From an optimization exercise on the open Yosys and OpenROAD flow, aimed at a short achievable clock period and few clock cycles; shortcuts taken in it are not production practice.
Only simulation tests tie the RTL to the original design; equivalence was not proved.
No activity file was given, so power comes from the tool's default toggle rates.

==> flow/design.v <==
module fb_engine (
    input  wire        clk,
    input  wire        rst,
    input  wire        cmd_valid,
    output wire        cmd_ready,
    input  wire [3:0]  cmd_op,
    input  wire        cmd_fb,
    input  wire [15:0] cmd_x1,
    input  wire [15:0] cmd_y1,
    input  wire [15:0] cmd_x2,
    input  wire [15:0] cmd_y2,
    input  wire [15:0] cmd_x3,
    input  wire [15:0] cmd_y3,
    input  wire [7:0]  cmd_color,
    input  wire [31:0] cmd_pal,
    input  wire        img_valid,
    output wire        img_ready,
    input  wire [7:0]  img_data,
    output wire        mem_rd_en,
    output wire [16:0] mem_rd_addr,
    input  wire [7:0]  mem_rd_data,
    output wire        mem_wr_en,
    output wire [16:0] mem_wr_addr,
    output wire [7:0]  mem_wr_data,
    output wire        busy,
    output reg         active_valid,
    output reg         active_fb,
    output reg         cursor_en
);
    localparam [3:0] OP_SETCLIP  = 4'd0,
                     OP_SETPIXEL = 4'd1,
                     OP_LINE     = 4'd2,
                     OP_RECT     = 4'd3,
                     OP_CLEAR    = 4'd4,
                     OP_COPYRECT = 4'd5,
                     OP_IMAGE    = 4'd7,
                     OP_SCROLLUP = 4'd8,
                     OP_ACTIVATE = 4'd9;
    localparam [1:0] K_FILL = 2'd0,
                     K_COPY = 2'd1,
                     K_IMG  = 2'd2,
                     K_LINE = 2'd3;
    localparam [2:0] F_LAST = 3'd7;
    reg [15:0] clx1_0, cly1_0, clx2_0, cly2_0;
    reg [15:0] clx1_1, cly1_1, clx2_1, cly2_1;
    reg cmd_ready_r, busy_r, img_ready_r;
    assign cmd_ready = cmd_ready_r;
    assign busy      = busy_r;
    assign img_ready = img_ready_r;
    wire accept = cmd_valid && cmd_ready_r;
    wire take   = img_valid && img_ready_r;
    reg        f_valid;
    reg [2:0]  f_st;
    reg [3:0]  f_op;
    reg        f_fb;
    reg [15:0] f_x1, f_y1, f_x2, f_y2, f_x3, f_y3;
    reg [7:0]  f_color;
    reg [31:0] f_pal;
    reg        f_w1go;
    reg        fl_setclip, fl_act, fl_pixel, fl_line, fl_rect, fl_clear;
    reg        fl_copy, fl_scroll, fl_img, fl_walk;
    reg        f_rdy;            
    wire [15:0] kx1 = f_fb ? clx1_1 : clx1_0;
    wire [15:0] ky1 = f_fb ? cly1_1 : cly1_0;
    wire [15:0] kx2 = f_fb ? clx2_1 : clx2_0;
    wire [15:0] ky2 = f_fb ? cly2_1 : cly2_0;
    function signed [19:0] sx20;
        input [15:0] v;
        begin
            sx20 = $signed({4'b0000, v});
        end
    endfunction
    function signed [16:0] sx17;
        input [15:0] v;
        begin
            sx17 = $signed({1'b0, v});
        end
    endfunction
    function signed [19:0] max3;
        input signed [19:0] a, b, c;
        reg ab, ac, bc;
        begin
            ab = a >= b;
            ac = a >= c;
            bc = b >= c;
            max3 = (ab && ac) ? a : (!ab && bc) ? b : c;
        end
    endfunction
    reg [15:0] e_x1, e_y1, e_x2, e_y2, e_x3, e_y3;
    reg [15:0] g_x1, g_y1, g_x2, g_y2;
    reg [19:0] m_p0, m_p1, m_p2, m_p3;           
    reg [31:0] m_prod;
    reg [31:0] m_bytes;
    reg signed [19:0] s_nx, s_ny, s_l1, s_l2, s_t1, s_t2, s_r1, s_r2a, s_b1, s_b2a;
    reg [15:0] s_a1, s_c1, s_a2, s_c2;           
    reg        s_crevx, s_crevy;                 
    reg        s_leq;                            
    reg signed [19:0] s_r2, s_b2;
    reg        s_rempty;
    reg [15:0] s_rwm1, s_rhm1;
    reg signed [19:0] s_adx, s_nady;
    reg        s_lsx, s_lsy;
    reg signed [19:0] s_L, s_T, s_R, s_B;
    reg signed [19:0] s_err;
    reg        s_lbeyond;
    reg [15:0] s_sx, s_sy, s_tx, s_ty;
    reg signed [19:0] s_nxc1, s_nyc1;
    reg [1:0]  d_kind;
    reg        d_empty;
    reg [15:0] d_colw, d_roww, d_colr, d_rowr;
    reg [15:0] d_wm1, d_hm1, d_jump;
    reg        d_neg;
    reg [15:0] d_aw, d_ar;
    reg [15:0] d_jump1, d_jump2, d_jump3;
    reg        d_rlast, d_wm1z;
    always @(posedge clk) begin
        e_x1 <= (fl_clear || fl_scroll) ? 16'd0 : f_x1;
        e_y1 <= fl_clear ? 16'd0 : f_y1;
        e_x2 <= (fl_clear || fl_scroll) ? 16'd480 : fl_pixel ? f_x1 : f_x2;
        e_y2 <= fl_clear ? 16'd128 : fl_scroll ? f_y1 + 16'd128 : fl_pixel ? f_y1 : f_y2;
        e_x3 <= fl_scroll ? 16'd0 : f_x3;
        e_y3 <= fl_scroll ? 16'd0 : f_y3;
        g_x1 <= fl_scroll ? 16'd0   : kx1;
        g_y1 <= fl_scroll ? 16'd0   : ky1;
        g_x2 <= fl_scroll ? 16'd480 : kx2;
        g_y2 <= fl_scroll ? 16'd136 : ky2;
        m_p0 <= f_x2 * f_y2[3:0];
        m_p1 <= f_x2 * f_y2[7:4];
        m_p2 <= f_x2 * f_y2[11:8];
        m_p3 <= f_x2 * f_y2[15:12];
        m_prod  <= {12'd0, m_p0} + {8'd0, m_p1, 4'd0} + {4'd0, m_p2, 8'd0} + {m_p3, 12'd0};
        m_bytes <= {2'b00, m_prod[31:2]} + {31'd0, (m_prod[1:0] != 2'b00)};
        s_nx  <= sx20(e_x2) - sx20(e_x1);
        s_ny  <= sx20(e_y2) - sx20(e_y1);
        s_l1  <= sx20(g_x1) - sx20(e_x1);
        s_l2  <= sx20(g_x1) - sx20(e_x3);
        s_t1  <= sx20(g_y1) - sx20(e_y1);
        s_t2  <= sx20(g_y1) - sx20(e_y3);
        s_r1  <= sx20(e_x2) - sx20(g_x2);
        s_r2a <= sx20(e_x3) - sx20(g_x2);
        s_b1  <= sx20(e_y2) - sx20(g_y2);
        s_b2a <= sx20(e_y3) - sx20(g_y2);
        s_a1  <= (e_x1 > g_x1) ? e_x1 : g_x1;
        s_c1  <= (e_y1 > g_y1) ? e_y1 : g_y1;
        s_a2  <= (e_x2 < g_x2) ? e_x2 : g_x2;
        s_c2  <= (e_y2 < g_y2) ? e_y2 : g_y2;
        s_crevx <= e_x3 > e_x1;
        s_crevy <= e_y3 > e_y1;
        s_leq   <= (e_x1 == e_x2) && (e_y1 == e_y2);
        s_r2 <= s_r2a + s_nx;
        s_b2 <= s_b2a + s_ny;
        s_rempty <= (s_a1 >= s_a2) || (s_c1 >= s_c2);
        s_rwm1 <= s_a2 + ~s_a1;
        s_rhm1 <= s_c2 + ~s_c1;
        s_adx  <= s_nx[19] ? -s_nx : s_nx;
        s_nady <= s_ny[19] ? s_ny : -s_ny;
        s_lsx  <= !(s_nx > 0);
        s_lsy  <= !(s_ny > 0);
        s_L <= max3(20'sd0, s_l1, s_l2);
        s_T <= max3(20'sd0, s_t1, s_t2);
        s_R <= max3(20'sd0, s_r1, s_r2);
        s_B <= max3(20'sd0, s_b1, s_b2);
        s_err <= s_adx + s_nady;
        s_lbeyond <= (s_lsx ? (e_x1 < g_x1) : (e_x1 >= g_x2)) ||
                     (s_lsy ? (e_y1 < g_y1) : (e_y1 >= g_y2));
        s_sx   <= e_x1 + s_L[15:0];
        s_sy   <= e_y1 + s_T[15:0];
        s_tx   <= e_x3 + s_L[15:0];
        s_ty   <= e_y3 + s_T[15:0];
        s_nxc1 <= s_nx + ~s_L + ~s_R + 20'sd1;      
        s_nyc1 <= s_ny + ~s_T + ~s_B + 20'sd1;
        d_neg  <= 1'b0;
        d_colr <= 16'd0;
        d_rowr <= 16'd0;
        if (fl_copy) begin
            d_kind  <= K_COPY;
            d_empty <= (s_nx <= 0) || (s_ny <= 0) || s_nxc1[19] || s_nyc1[19] ||
                       (fl_scroll && f_y1 == 16'd0);
            d_colr  <= s_crevx ? s_sx + s_nxc1[15:0] : s_sx;
            d_colw  <= s_crevx ? s_tx + s_nxc1[15:0] : s_tx;
            d_rowr  <= s_crevy ? s_sy + s_nyc1[15:0] : s_sy;
            d_roww  <= s_crevy ? s_ty + s_nyc1[15:0] : s_ty;
            d_wm1   <= s_nxc1[15:0];
            d_hm1   <= s_nyc1[15:0];
            d_jump  <= (s_crevy ? -16'd480 : 16'd480) +
                       (s_crevx ? s_nxc1[15:0] : ~s_nxc1[15:0]) + {15'd0, !s_crevx};
            d_neg   <= s_crevx;
        end else if (fl_img) begin
            d_kind  <= K_IMG;
            d_empty <= (f_x2 == 16'd0) || (f_y2 == 16'd0);
            d_colw  <= f_x1;
            d_roww  <= f_y1;
            d_wm1   <= f_x2 - 16'd1;
            d_hm1   <= f_y2 - 16'd1;
            d_jump  <= 16'd481 - f_x2;
        end else if (fl_line) begin
            d_kind  <= K_LINE;
            d_empty <= 1'b0;
            d_colw  <= f_x1;
            d_roww  <= f_y1;
        end else begin
            d_kind  <= K_FILL;
            d_empty <= s_rempty;
            d_colw  <= s_a1;
            d_roww  <= s_c1;
            d_wm1   <= s_rwm1;
            d_hm1   <= s_rhm1;
            d_jump  <= 16'd480 - s_rwm1;
        end
        d_aw    <= {d_roww[6:0], 9'd0} - {d_roww[10:0], 5'd0} + d_colw;
        d_ar    <= {d_rowr[6:0], 9'd0} - {d_rowr[10:0], 5'd0} + d_colr;
        d_wm1z  <= (d_wm1 == 16'd0);
        d_jump1 <= d_jump + 16'd1;
        d_jump2 <= d_jump + 16'd2;
        d_jump3 <= d_jump + 16'd3;
        d_rlast <= (d_kind == K_LINE) ? (s_leq || s_lbeyond)
                                      : ((d_wm1 == 16'd0) && (d_hm1 == 16'd0));
    end
    reg [7:0]  ff0, ff1, ff2, ff3;
    reg [1:0]  ff_wp, ff_rp;
    reg [2:0]  ff_cnt;
    wire [7:0] ff_head = (ff_rp == 2'd0) ? ff0 :
                         (ff_rp == 2'd1) ? ff1 :
                         (ff_rp == 2'd2) ? ff2 : ff3;
    reg        w1_act;
    reg [31:0] w1_cnt;           
    wire w1_start = f_valid && fl_img && !f_w1go && !w1_act && (f_st >= 3'd3) &&
                    (f_x2 != 16'd0) && (f_y2 != 16'd0);
    reg        wk_valid;
    reg        wk_last;          
    reg        wk_rd;            
    reg [1:0]  wk_kind;
    reg        wk_fb;
    reg [15:0] wk_aw, wk_ar, wk_cx, wk_cy, wk_wm1, wk_jump;
    reg [15:0] wk_jump1, wk_jump2, wk_jump3;
    reg        wk_cxz, wk_wm1z, wk_neg;
    reg [15:0] wk_x, wk_y, wk_x0;
    reg signed [16:0] wk_xr1, wk_xr2, wk_yr1, wk_yr2, wk_xr1_0, wk_xr2_0;
    reg [15:0] wk_kx1, wk_ky1, wk_kx2, wk_ky2;
    reg [7:0]  wk_color;
    reg [31:0] wk_pal;
    reg [7:0]  wk_byte;
    reg [1:0]  wk_q;
    reg [15:0] wk_lx2, wk_ly2;
    reg signed [19:0] wk_dx, wk_dy, wk_dxy, wk_err;
    reg        wk_lsx, wk_lsy;
    reg [15:0] wk_dax, wk_day, wk_daxy;
    wire wk_img  = (wk_kind == K_IMG);
    wire wk_line = (wk_kind == K_LINE);
    wire wk_copy = (wk_kind == K_COPY);
    wire ff_empty = (ff_cnt == 3'd0);
    wire adv      = wk_valid && !(wk_img && (wk_q == 2'd0) && ff_empty);
    wire pop      = adv && wk_img && (wk_q == 2'd0);
    wire i_vrow  = !wk_yr1[16] && wk_yr2[16];
    wire i_left  = wk_xr1[16];
    wire i_right = !wk_xr2[16];
    wire i_out   = !i_vrow || i_left || i_right;
    wire       i_cxs = (wk_cx[15:2] == 14'd0);
    wire       i_cx0 = i_cxs && (wk_cx[1:0] == 2'd0);
    wire       i_cx1 = i_cxs && (wk_cx[1:0] == 2'd1);
    wire       i_cx2 = i_cxs && (wk_cx[1:0] == 2'd2);
    wire       i_cx3 = i_cxs && (wk_cx[1:0] == 2'd3);
    wire       i_lim = i_vrow && i_left && (wk_xr1[15:2] == 14'h3fff);
    wire       i_ld1 = i_lim && (wk_xr1[1:0] == 2'b11);      
    wire       i_ld2 = i_lim && (wk_xr1[1:0] == 2'b10);
    wire       i_ld3 = i_lim && (wk_xr1[1:0] == 2'b01);
    wire       i_ge2 = i_out && (wk_q != 2'd3) && !i_cx0 && !i_ld1;
    wire       i_ge3 = i_out && !wk_q[1] && !i_cx0 && !i_cx1 && !i_ld1 && !i_ld2;
    wire       i_ge4 = i_out && (wk_q == 2'd0) && !i_cx0 && !i_cx1 && !i_cx2 &&
                       !i_ld1 && !i_ld2 && !i_ld3;
    wire       i_k1 = !i_ge2;
    wire       i_k2 = i_ge2 && !i_ge3;
    wire       i_k3 = i_ge3 && !i_ge4;
    wire       i_k4 = i_ge4;
    wire [1:0] i_k2b = {i_k2 | i_k3, i_k1 | i_k3};            
    wire       i_rowend = (i_cx0 && i_k1) || (i_cx1 && i_k2) ||
                          (i_cx2 && i_k3) || (i_cx3 && i_k4);
    function [15:0] sel4;
        input s1, s2, s3, s4;
        input [15:0] v1, v2, v3, v4;
        begin
            sel4 = ({16{s1}} & v1) | ({16{s2}} & v2) | ({16{s3}} & v3) | ({16{s4}} & v4);
        end
    endfunction
    wire [15:0] i_aw_n  = sel4(i_k1, i_k2, i_k3, i_k4, wk_aw + 16'd1, wk_aw + 16'd2,
                               wk_aw + 16'd3, wk_aw + 16'd4);
    wire [15:0] i_aw_r  = sel4(i_k1, i_k2, i_k3, i_k4, wk_aw + wk_jump, wk_aw + wk_jump1,
                               wk_aw + wk_jump2, wk_aw + wk_jump3);
    wire [15:0] i_cx_n  = sel4(i_k1, i_k2, i_k3, i_k4, wk_cx - 16'd1, wk_cx - 16'd2,
                               wk_cx - 16'd3, wk_cx - 16'd4);
    wire [15:0] i_xr1_n = sel4(i_k1, i_k2, i_k3, i_k4, wk_xr1[15:0] + 16'd1, wk_xr1[15:0] + 16'd2,
                               wk_xr1[15:0] + 16'd3, wk_xr1[15:0] + 16'd4);
    wire [15:0] i_xr2_n = sel4(i_k1, i_k2, i_k3, i_k4, wk_xr2[15:0] + 16'd1, wk_xr2[15:0] + 16'd2,
                               wk_xr2[15:0] + 16'd3, wk_xr2[15:0] + 16'd4);
    wire i_xr1_s = wk_xr1[16] && !(i_xr1_n[15] == 1'b0 && wk_xr1[15] == 1'b1);
    wire i_xr2_s = wk_xr2[16] && !(i_xr2_n[15] == 1'b0 && wk_xr2[15] == 1'b1);
    wire emit     = adv && !(wk_img && i_out);
    wire wk_free  = !wk_valid || (adv && !wk_img && wk_last);
    wire signed [19:0] e2 = {wk_err[18:0], 1'b0};
    wire l_stx = (e2 >= wk_dy);
    wire l_sty = (e2 <= wk_dx);
    wire [15:0] l_xs = wk_lsx ? wk_x - 16'd1 : wk_x + 16'd1;
    wire [15:0] l_ys = wk_lsy ? wk_y - 16'd1 : wk_y + 16'd1;
    wire signed [19:0] l_err_x  = wk_err + wk_dy;
    wire signed [19:0] l_err_y  = wk_err + wk_dx;
    wire signed [19:0] l_err_xy = wk_err + wk_dxy;
    wire [15:0] l_aw_x  = wk_aw + wk_dax;
    wire [15:0] l_aw_y  = wk_aw + wk_day;
    wire [15:0] l_aw_xy = wk_aw + wk_daxy;
    wire l_eqx_c = (wk_x == wk_lx2), l_eqx_s = (l_xs == wk_lx2);
    wire l_eqy_c = (wk_y == wk_ly2), l_eqy_s = (l_ys == wk_ly2);
    wire l_bx_c  = wk_lsx ? (wk_x < wk_kx1) : (wk_x >= wk_kx2);
    wire l_bx_s  = wk_lsx ? (l_xs < wk_kx1) : (l_xs >= wk_kx2);
    wire l_by_c  = wk_lsy ? (wk_y < wk_ky1) : (wk_y >= wk_ky2);
    wire l_by_s  = wk_lsy ? (l_ys < wk_ky1) : (l_ys >= wk_ky2);
    wire l_eqx = l_stx ? l_eqx_s : l_eqx_c;
    wire l_eqy = l_sty ? l_eqy_s : l_eqy_c;
    wire l_bx  = l_stx ? l_bx_s : l_bx_c;
    wire l_by  = l_sty ? l_by_s : l_by_c;
    wire l_last_nx = (l_eqx && l_eqy) || l_bx || l_by;
    wire r_cy0 = (wk_cy == 16'd0);
    wire r_cy1 = (wk_cy == 16'd1);
    wire r_cx1 = (wk_cx == 16'd1);
    wire r_last_nx = wk_cxz ? (wk_wm1z && r_cy1) : (r_cx1 && r_cy0);
    reg        p_valid, p_we, p_copy;
    reg [16:0] p_addr;
    reg [7:0]  p_data;
    reg        w_en;
    reg [16:0] w_addr;
    reg [7:0]  w_data;
    wire copy_ok = !wk_valid && !(p_valid && p_we);
    wire load    = f_rdy && !d_empty && wk_free &&
                   (d_kind != K_COPY || copy_ok) &&
                   (d_kind != K_IMG || f_w1go || w1_start);
    wire f_done  = f_valid && ((!fl_walk && f_st == 3'd0) || (f_rdy && (d_empty || load)));
    always @(posedge clk) begin
        if (rst) begin
            f_valid      <= 1'b0;
            f_rdy        <= 1'b0;
            cmd_ready_r  <= 1'b1;
            busy_r       <= 1'b0;
            clx1_0 <= 16'd0; cly1_0 <= 16'd0; clx2_0 <= 16'd480; cly2_0 <= 16'd128;
            clx1_1 <= 16'd0; cly1_1 <= 16'd0; clx2_1 <= 16'd480; cly2_1 <= 16'd128;
            active_valid <= 1'b0;
            active_fb    <= 1'b0;
            cursor_en    <= 1'b0;
        end else begin
            cmd_ready_r <= !accept && (!f_valid || f_done);
            busy_r      <= accept || f_valid || wk_valid || p_valid || w1_act;
            if (accept) begin
                f_valid <= 1'b1;
                f_rdy   <= 1'b0;
                f_st    <= 3'd0;
                f_op    <= cmd_op;
                f_fb    <= cmd_fb;
                f_x1    <= cmd_x1;
                f_y1    <= cmd_y1;
                f_x2    <= cmd_x2;
                f_y2    <= cmd_y2;
                f_x3    <= cmd_x3;
                f_y3    <= cmd_y3;
                f_color <= cmd_color;
                f_pal   <= cmd_pal;
                f_w1go  <= 1'b0;
                fl_setclip <= (cmd_op == OP_SETCLIP);
                fl_act     <= (cmd_op == OP_ACTIVATE);
                fl_pixel   <= (cmd_op == OP_SETPIXEL);
                fl_line    <= (cmd_op == OP_LINE) || (cmd_op == OP_SETPIXEL);
                fl_rect    <= (cmd_op == OP_RECT) || (cmd_op == OP_CLEAR);
                fl_clear   <= (cmd_op == OP_CLEAR);
                fl_copy    <= (cmd_op == OP_COPYRECT) || (cmd_op == OP_SCROLLUP);
                fl_scroll  <= (cmd_op == OP_SCROLLUP);
                fl_img     <= (cmd_op == OP_IMAGE);
                fl_walk    <= (cmd_op == OP_SETPIXEL) || (cmd_op == OP_LINE) ||
                              (cmd_op == OP_RECT) || (cmd_op == OP_CLEAR) ||
                              (cmd_op == OP_COPYRECT) || (cmd_op == OP_SCROLLUP) ||
                              (cmd_op == OP_IMAGE);
            end else if (f_valid) begin
                if (f_done) f_valid <= 1'b0;
                if (f_done) f_rdy <= 1'b0;
                else if (f_st == F_LAST - 3'd1) f_rdy <= 1'b1;
                if (f_st != F_LAST) f_st <= f_st + 3'd1;
                if (w1_start) f_w1go <= 1'b1;
                if (f_st == 3'd0) begin
                    if (fl_setclip) begin
                        if (f_fb) begin
                            clx1_1 <= f_x1; cly1_1 <= f_y1; clx2_1 <= f_x2; cly2_1 <= f_y2;
                        end else begin
                            clx1_0 <= f_x1; cly1_0 <= f_y1; clx2_0 <= f_x2; cly2_0 <= f_y2;
                        end
                    end
                    if (fl_act) begin
                        active_valid <= 1'b1;
                        active_fb    <= f_fb;
                        cursor_en    <= !f_fb;
                    end
                end
            end
        end
    end
    wire [2:0] ff_cnt_nx = ff_cnt + {2'b00, take} - {2'b00, pop};
    wire       space_nt  = (ff_cnt != 3'd4) || pop;      
    wire       space_tk  = (ff_cnt[2:1] == 2'b00) || (ff_cnt == 3'd2) || (ff_cnt == 3'd3 && pop);
    wire       w1_cnt1   = (w1_cnt == 32'd1);
    always @(posedge clk) begin
        if (rst) begin
            w1_act      <= 1'b0;
            img_ready_r <= 1'b0;
            ff_wp       <= 2'd0;
            ff_rp       <= 2'd0;
            ff_cnt      <= 3'd0;
        end else begin
            ff_cnt <= ff_cnt_nx;
            if (take) begin
                ff_wp <= ff_wp + 2'd1;
                case (ff_wp)
                    2'd0: ff0 <= img_data;
                    2'd1: ff1 <= img_data;
                    2'd2: ff2 <= img_data;
                    default: ff3 <= img_data;
                endcase
            end
            if (pop) ff_rp <= ff_rp + 2'd1;
            if (w1_start) begin
                w1_act <= 1'b1;
                w1_cnt <= m_bytes;
            end else if (take) begin
                w1_cnt <= w1_cnt - 32'd1;
                if (w1_cnt1) w1_act <= 1'b0;
            end
            if (w1_start)
                img_ready_r <= space_nt;
            else if (!w1_act)
                img_ready_r <= 1'b0;
            else if (take)
                img_ready_r <= !w1_cnt1 && space_tk;
            else
                img_ready_r <= space_nt;
        end
    end
    always @(posedge clk) begin
        if (rst) begin
            wk_valid <= 1'b0;
            wk_rd    <= 1'b0;
        end else if (load) begin
            wk_valid <= 1'b1;
            wk_rd    <= (d_kind == K_COPY);
            wk_last  <= d_rlast;
            wk_kind  <= d_kind;
            wk_fb    <= f_fb;
            wk_aw    <= d_aw;
            wk_ar    <= d_ar;
            wk_cx    <= d_wm1;
            wk_cy    <= d_hm1;
            wk_wm1   <= d_wm1;
            wk_cxz   <= d_wm1z;
            wk_wm1z  <= d_wm1z;
            wk_jump  <= d_jump;
            wk_jump1 <= d_jump1;
            wk_jump2 <= d_jump2;
            wk_jump3 <= d_jump3;
            wk_neg   <= d_neg;
            wk_x     <= f_x1;
            wk_y     <= f_y1;
            wk_x0    <= f_x1;
            wk_xr1   <= sx17(f_x1) - sx17(kx1);
            wk_xr2   <= sx17(f_x1) - sx17(kx2);
            wk_yr1   <= sx17(f_y1) - sx17(ky1);
            wk_yr2   <= sx17(f_y1) - sx17(ky2);
            wk_xr1_0 <= sx17(f_x1) - sx17(kx1);
            wk_xr2_0 <= sx17(f_x1) - sx17(kx2);
            wk_kx1   <= kx1;
            wk_ky1   <= ky1;
            wk_kx2   <= kx2;
            wk_ky2   <= ky2;
            wk_color <= f_color;
            wk_pal   <= f_pal;
            wk_q     <= 2'd0;
            wk_lx2   <= e_x2;
            wk_ly2   <= e_y2;
            wk_dx    <= s_adx;
            wk_dy    <= s_nady;
            wk_dxy   <= s_err;
            wk_err   <= s_err;
            wk_lsx   <= s_lsx;
            wk_lsy   <= s_lsy;
            wk_dax   <= s_lsx ? 16'hffff : 16'd1;
            wk_day   <= s_lsy ? -16'd480 : 16'd480;
            wk_daxy  <= s_lsx ? (s_lsy ? -16'd481 : 16'd479)
                              : (s_lsy ? -16'd479 : 16'd481);
        end else if (adv && wk_img) begin
            if (pop) wk_byte <= ff_head;
            wk_q <= wk_q + i_k2b;
            if (i_rowend) begin
                if (wk_cy == 16'd0) wk_valid <= 1'b0;
                wk_cx <= wk_wm1;
                wk_cy <= wk_cy - 16'd1;
                wk_xr1 <= wk_xr1_0;
                wk_xr2 <= wk_xr2_0;
                wk_yr1 <= wk_yr1 + 17'sd1;
                wk_yr2 <= wk_yr2 + 17'sd1;
                wk_aw <= i_aw_r;
            end else begin
                wk_cx <= i_cx_n;
                wk_xr1 <= {i_xr1_s, i_xr1_n};
                wk_xr2 <= {i_xr2_s, i_xr2_n};
                wk_aw <= i_aw_n;
            end
        end else if (emit) begin
            if (wk_last) begin
                wk_valid <= 1'b0;
                wk_rd    <= 1'b0;
            end
            if (pop) wk_byte <= ff_head;
            if (wk_line) begin
                wk_last <= l_last_nx;
                if (l_stx && l_sty) begin
                    wk_err <= l_err_xy;
                    wk_aw  <= l_aw_xy;
                end else if (l_stx) begin
                    wk_err <= l_err_x;
                    wk_aw  <= l_aw_x;
                end else if (l_sty) begin
                    wk_err <= l_err_y;
                    wk_aw  <= l_aw_y;
                end
                if (l_stx) wk_x <= l_xs;
                if (l_sty) wk_y <= l_ys;
            end else begin
                wk_last <= r_last_nx;
                wk_q    <= wk_q + 2'd1;
                if (wk_cxz) begin
                    wk_cx  <= wk_wm1;
                    wk_cxz <= wk_wm1z;
                    wk_cy  <= wk_cy - 16'd1;
                    wk_x   <= wk_x0;
                    wk_y   <= wk_y + 16'd1;
                    wk_aw  <= wk_aw + wk_jump;
                    wk_ar  <= wk_ar + wk_jump;
                end else begin
                    wk_cx  <= wk_cx - 16'd1;
                    wk_cxz <= r_cx1;
                    wk_x   <= wk_x + 16'd1;
                    wk_aw  <= wk_neg ? wk_aw - 16'd1 : wk_aw + 16'd1;
                    wk_ar  <= wk_neg ? wk_ar - 16'd1 : wk_ar + 16'd1;
                end
            end
        end
    end
    wire in_clip = (wk_x >= wk_kx1) && (wk_x < wk_kx2) &&
                   (wk_y >= wk_ky1) && (wk_y < wk_ky2);
    wire [7:0] img_byte = (wk_q == 2'd0) ? ff_head : wk_byte;
    reg  [1:0] img_v;
    always @(*) begin
        case (wk_q)
            2'd0: img_v = img_byte[1:0];
            2'd1: img_v = img_byte[3:2];
            2'd2: img_v = img_byte[5:4];
            default: img_v = img_byte[7:6];
        endcase
    end
    wire [7:0] img_col = wk_pal[8*img_v +: 8];
    always @(posedge clk) begin
        if (rst) begin
            p_valid <= 1'b0;
            w_en    <= 1'b0;
        end else begin
            p_valid <= emit;
            w_en    <= p_valid && p_we;
        end
        p_we   <= wk_line ? in_clip : 1'b1;
        p_copy <= wk_copy;
        p_addr <= {wk_fb, wk_aw};
        p_data <= wk_img ? img_col : wk_color;
        w_addr <= p_addr;
        w_data <= p_copy ? mem_rd_data : p_data;
    end
    assign mem_wr_en   = w_en && !rst;
    assign mem_wr_addr = w_addr;
    assign mem_wr_data = w_data;
    assign mem_rd_en   = wk_rd;
    assign mem_rd_addr = {wk_fb, wk_ar};
endmodule
==> flow/flow/run.sh <==
#!/bin/bash
# Standard ORFS layout with two additions: the reset pin is placed next to
# mem_wr_en, and timing repair aims for more setup slack than the default.
set -euo pipefail
here=$(pwd)
bash standard.sh IO_CONSTRAINTS="$here/flow/io.tcl" SETUP_SLACK_MARGIN=9.2 finish > "$here/orfs_make.log" 2>&1
==> flow/flow/io.tcl <==
# keep the reset input next to the write-enable output: the write enable is
# gated by reset, so this is the one path from an input straight to an output
set_io_pin_constraint -group -order -pin_names {rst mem_wr_en}
==> flow/standard.sh <==
#!/bin/bash
# synth_recipe.tcl (not shown) runs the flow's synth.tcl, then flattens the netlist and writes it again
# the make line also repeats each setting of config.mk as NAME=value (left out here)
make -C /OpenROAD-flow-scripts/flow DESIGN_CONFIG=/design/flow/config.mk WORK_HOME=/design/flow/orfs CLKGATE_MAP_FILE= SYNTH_SCRIPT=/design/flow/synth_recipe.tcl "${@:-finish}"
==> flow/config.mk <==
export PLATFORM = sky130hd
export DESIGN_NAME = fb_engine
export DESIGN_NICKNAME = fb_engine
export VERILOG_FILES = /design/flow/design.v
export SDC_FILE = /design/flow/constraint.sdc
export NUM_CORES = 4
export LEC_CHECK = 0
export ABC_CLOCK_PERIOD_IN_PS = 4000
export CAP_MARGIN = 20
export CORE_MARGIN = 2
export CORE_UTILIZATION = 40
export SLEW_MARGIN = 20
==> flow/constraint.sdc <==
create_clock -name core_clock -period 15.0 [get_ports {clk}]
set_input_delay 3.0000 -clock core_clock [delete_from_list [all_inputs] [get_ports {clk}]]
set_output_delay 3.0000 -clock core_clock [all_outputs]
set_load 0.01 [all_outputs]
==> impl.org <==
** Critical path
- Family with the most delay on the worst path :: buffers and inverters
- Along the worst path, the maximum fanout reaches 2.
- Critical path class :: in2out
- The number of buffers and inverters on the critical path is 2.
- Data on the critical path is required at its endpoint by 12000 ps.
- Master of the slowest instance on the critical path :: buf_2
- In this design, the stage delay of the slowest critical-path cell is 130 ps.
- Data on the critical path arrives at its endpoint at 3330 ps.
- Critical Path End Type :: output pin
- Traced cell by cell, the critical path runs through buf_16 -> nor2b_1 -> buf_2.
- STA classifies the critical path startpoint as an input port.

** Pwr
- Static leakage :: approximately 0.054 uW
- Overall Power :: 17940 uW
- VDD sags by at most 0.0001514 V.
- Dividing total power by cell area gives a power density of about 140 mW/mm^2.

** Yosys
- Ys flop type :: dfxtp_1
- Async S/R FF share, synth :: 0%
- The share of the Yosys chip area taken by registers is 40.97%.
- Simple-gate share of the synthesized area :: 14.17%
- Synthesis produced a netlist whose cell count is 12090.
- In this run the mean area of a mapped cell was 9.499 sq um.
- Synthesized flop and latch total :: 1956
- Of the post-synthesis cell area, the part taken by muxes is 2.957%.
- By area, the combinational part of the netlist is dominated by adder cells.
- Number of distinct library cells after synthesis :: 91
- Post-synthesis instance area :: around 0.11 sq mm
- Summing the areas of all compound-gate instances in the mapped netlist gives 13.71% of the synthesized area.
- Summing the areas of all xor and xnor instances in the mapped netlist gives roughly 6.9% of the synthesized area.
- For this run, the number of Yosys warnings is 1.
- Post-synth EDFFs :: 788
- Arithmetic-cell share of the synthesized area counting full adders, half adders and majority gates :: 16.40%

** Timing
- Fmax achieved :: 158.0 MHz
- Final period util :: 42.20%
- Number of max-slew violations in the final report :: 0
- Setup repair after global routing could not meet its margin everywhere.
- Worst Tran Pin Value :: about 1200 ps
- Total negative setup slack :: 0 ps
- Relative slew slack :: between 15 and 20%
- Setup clock skew after layout :: 70.62 ps
- The number of hold violations in the final report came to 0.
- Setup violations remaining at the end of the flow were counted as 0.
- The routed design could run at a clock period as short as ~6300 ps.

** Route
- The detailed router finished its first iteration with 9297 violations.
- WL/cell :: 23.67 microns
- After detailed routing, the number of vias per cell comes to 5.506.
- Total via count in the routed design :: 89540
- For this run, design rule violations remaining after detail routing come to 0.
- Detailed Route WL :: 384.9 mm
- Once detail routing completed, the nets flagged for antenna violations numbered 0.
- First-pass iteration count of the detailed router :: 9

** Cells and area
- The library cell used most frequently in the layout, excluding fill and tap cells, is nand2_1.
- The net count of the finished layout is ~14000.
- At the end of the flow the core is filled with cells to 45.38%.
- Leading cell types in the layout, fill and taps excluded :: nand2_1 (1196), dfxtp_1 (1167), ha_1 (1153)
- Synth-to-Final Area Change :: 12.81%
- The finished cells cover 0.1295 sq mm.
- Of the cells placed in the final design, the portion with a size suffix greater than 1 is 6.012%.

** Floorplanning
- The die covers 0.2913 sq mm.
- Number of core rows :: just under 200
- The floorplan step set the die height to 539.8 microns.
- The die is ~540 microns wide.
- Pin placement for this block handled 211 I/O pins.
- Initial cell density of the core :: 40.22%
- Area inside the core boundary :: 0.2855 sq mm

** Clock tree
- Number of buffers on the longest clock path :: 4
- The tree built by TritonCTS fans out to 1956 sinks.
- In this run the number of H-tree levels came out at 4.
- The tree is rooted in a clkbuf_16.
- Num CTS Buffers :: 220
- Clk Latency, worst-skew pair :: 940 ps
- Clock-pin slew was measured on the worst setup and hold paths at 60 ps.
- Cts-stage hold buffer count :: 0
- TritonCTS built the clock tree.

** GRT
- Wire length of the first global-routing pass :: roughly 560 mm
- Fraction of met3 tracks used by global routing :: under 10%
- Number of global-route vias before repair :: between 80000 and 90000
- The number of antenna violations at the first check in global routing came to 35.
- For this run, global-route usage on met2 was measured as 39.41%.
- Congestion Overflow GR :: 0
- Total routing resource utilization after global routing :: approximately a quarter
- Global routing usage on met1 :: 34.79%
- Most Crowded Layer GR :: met2
- Pin count of the biggest net entering global routing :: around 160

** Place
- Buffers added on ports :: 210
- Weighted congestion reported at the end of routability-driven placement :: 0.9830
- Post-placement cell area :: 0.1216 sq mm
- Detailed placement finished with a half-perimeter wire length of 288.5 mm.

** Run
- Max-cap violations :: 0

** Outcome
- The flow ran to the end and the layout has no timing, DRC or antenna violations.

** Min path
- Hold/Removal Path Class :: reg2reg
[worst paths after layout]
| path | from | end | slack (ps) | depth (start not counted) |
|---|---|---|---|---|
| max | rst | mem_wr_en | 8670 | 3 |
| min | p_addr[3] | w_addr[3] | 320 | 0 |
| max reg2reg | f_y2[0] | wk_yr2[9] | 9380 | 16 |
| min reg2reg | p_addr[3] | w_addr[3] | 320 | 0 |
[worst reg2reg max path, cell delays in order (launching register included)]
cell and delay [ps]:
edfxtp_1 710, inv_1 220, ha_1 280, or3b_2 220, or3_1 170, nor4b_2 90, nand2_1 210, o31ai_1 110
buf_4 180, or3_2 450, buf_12 240, a31oi_4 640, buf_8 520, nor2_2 80, buf_4 260, nor3_2 240
buf_4 540
[registers in the layout, indices dropped and copies added (netlist names), 31 cells and up]
| signal | count |
|---|---|
| f_pal | 32 |
| m_bytes | 31 |
| m_prod | 32 |
| w1_cnt | 32 |
| wk_pal | 32 |
[per-stage QoR]
step                hold WS [ps]  setup slack [ps]  cells
CTS                        325.6              8675  16230
detailed placement         312.1              8118  15810
finish                     324.9              8670  16260
floorplan                  309.6              6280  12090
global placement           310.0              8166  15810
global route               329.8              8664  16250
[repair_timing]
item,4_1_cts,5_1_grt
setup endpoints to repair,577,301
pin swaps,2,0
cloned,4,0
setup buffers,4,1
gates resized for setup,14,15
[kinds of logic after synthesis]
| kind of cell | after synthesis |
|---|---|
| flip-flops | 1956 |
| AND/OR/NAND/NOR | 3520 |
| adder cells (fa/ha/maj) | 1373 |
| XOR/XNOR | 910 |
| multiplexers | 317 |
| AO/OA/AOI/OAI | 2535 |
| buffers and inverters | 1476 |
| other | 1 |
[synth_stat cells (220+ instances only)]
| cell | number | area share [%] |
|---|---|---|
| a21oi_1 | 842 | 3.7 |
| edfxtp_1 | 788 | 21 |
| nor2_1 | 955 | 3.1 |
| xnor2_1 | 650 | 5.0 |
| clkbuf_1 | 366 | 1.2 |
| dfxtp_1 | 1168 | 20 |
| ha_1 | 1153 | 13 |
| nand2_1 | 1199 | 3.9 |
| fa_1 | 220 | 3.8 |
| inv_1 | 1048 | 3.4 |
| xor2_1 | 260 | 2.0 |
| nand3_1 | 233 | 1.0 |
| mux2i_1 | 229 | 2.0 |
| o21ai_0 | 646 | 2.8 |
[metal layers]
layer	wire [microns]	part of all wire, %	up-vias
met3	30550	7.9	855
met4	23840	6.2	12
met2	166200	43	3581
li1	-	-	42600
met5	74	0.019	-
met1	164300	43	42500
[final cells by class]
class	instances	area, sq um
inverters	1049	3938
fillers	27410	155900
multi-input cells	8661	62550
well taps	3762	4707
clock buffers	301	6351
diodes	26	65.06
flip-flops and latches	1956	47050
repair buffers	398	3679
clock inverters	111	1196
[power breakdown]
part	internal, uW	leakage (uW)	total [uW]	switching, uW
clock	3260	0.00368	5660	2400
combinational	2300	0.0337	5190	2890
sequential	6360	0.0169	7090	722
total	11900	0.0543	17900	6010
Testbench counts, summed over its fixed seeds: cycles 1,089,067.

[re-timing with driven ports]
In the flow no input, the clock included, has a driving cell. The finished layout below was timed again as built, in two steps.
Step 1, drivers: a clkbuf_16 drives clk and a buf_2 each remaining input, both assumed.
Step 2 also shifts input and output timing later by t, the mid clock arrival at the registers, as if the neighbouring blocks saw the same clock.
Slacks: no drivers / after step 1 / after step 2; pairs: no drivers / after step 1.
t (ns): 1.016
setup slack, ns: 8.670 / 8.563 / 8.563
cell pins on the clock port's net: 1
After both steps this run still meets setup and hold. The setup slack of this run moves by -0.107 ns with the drivers and by -0.107 ns with both steps.
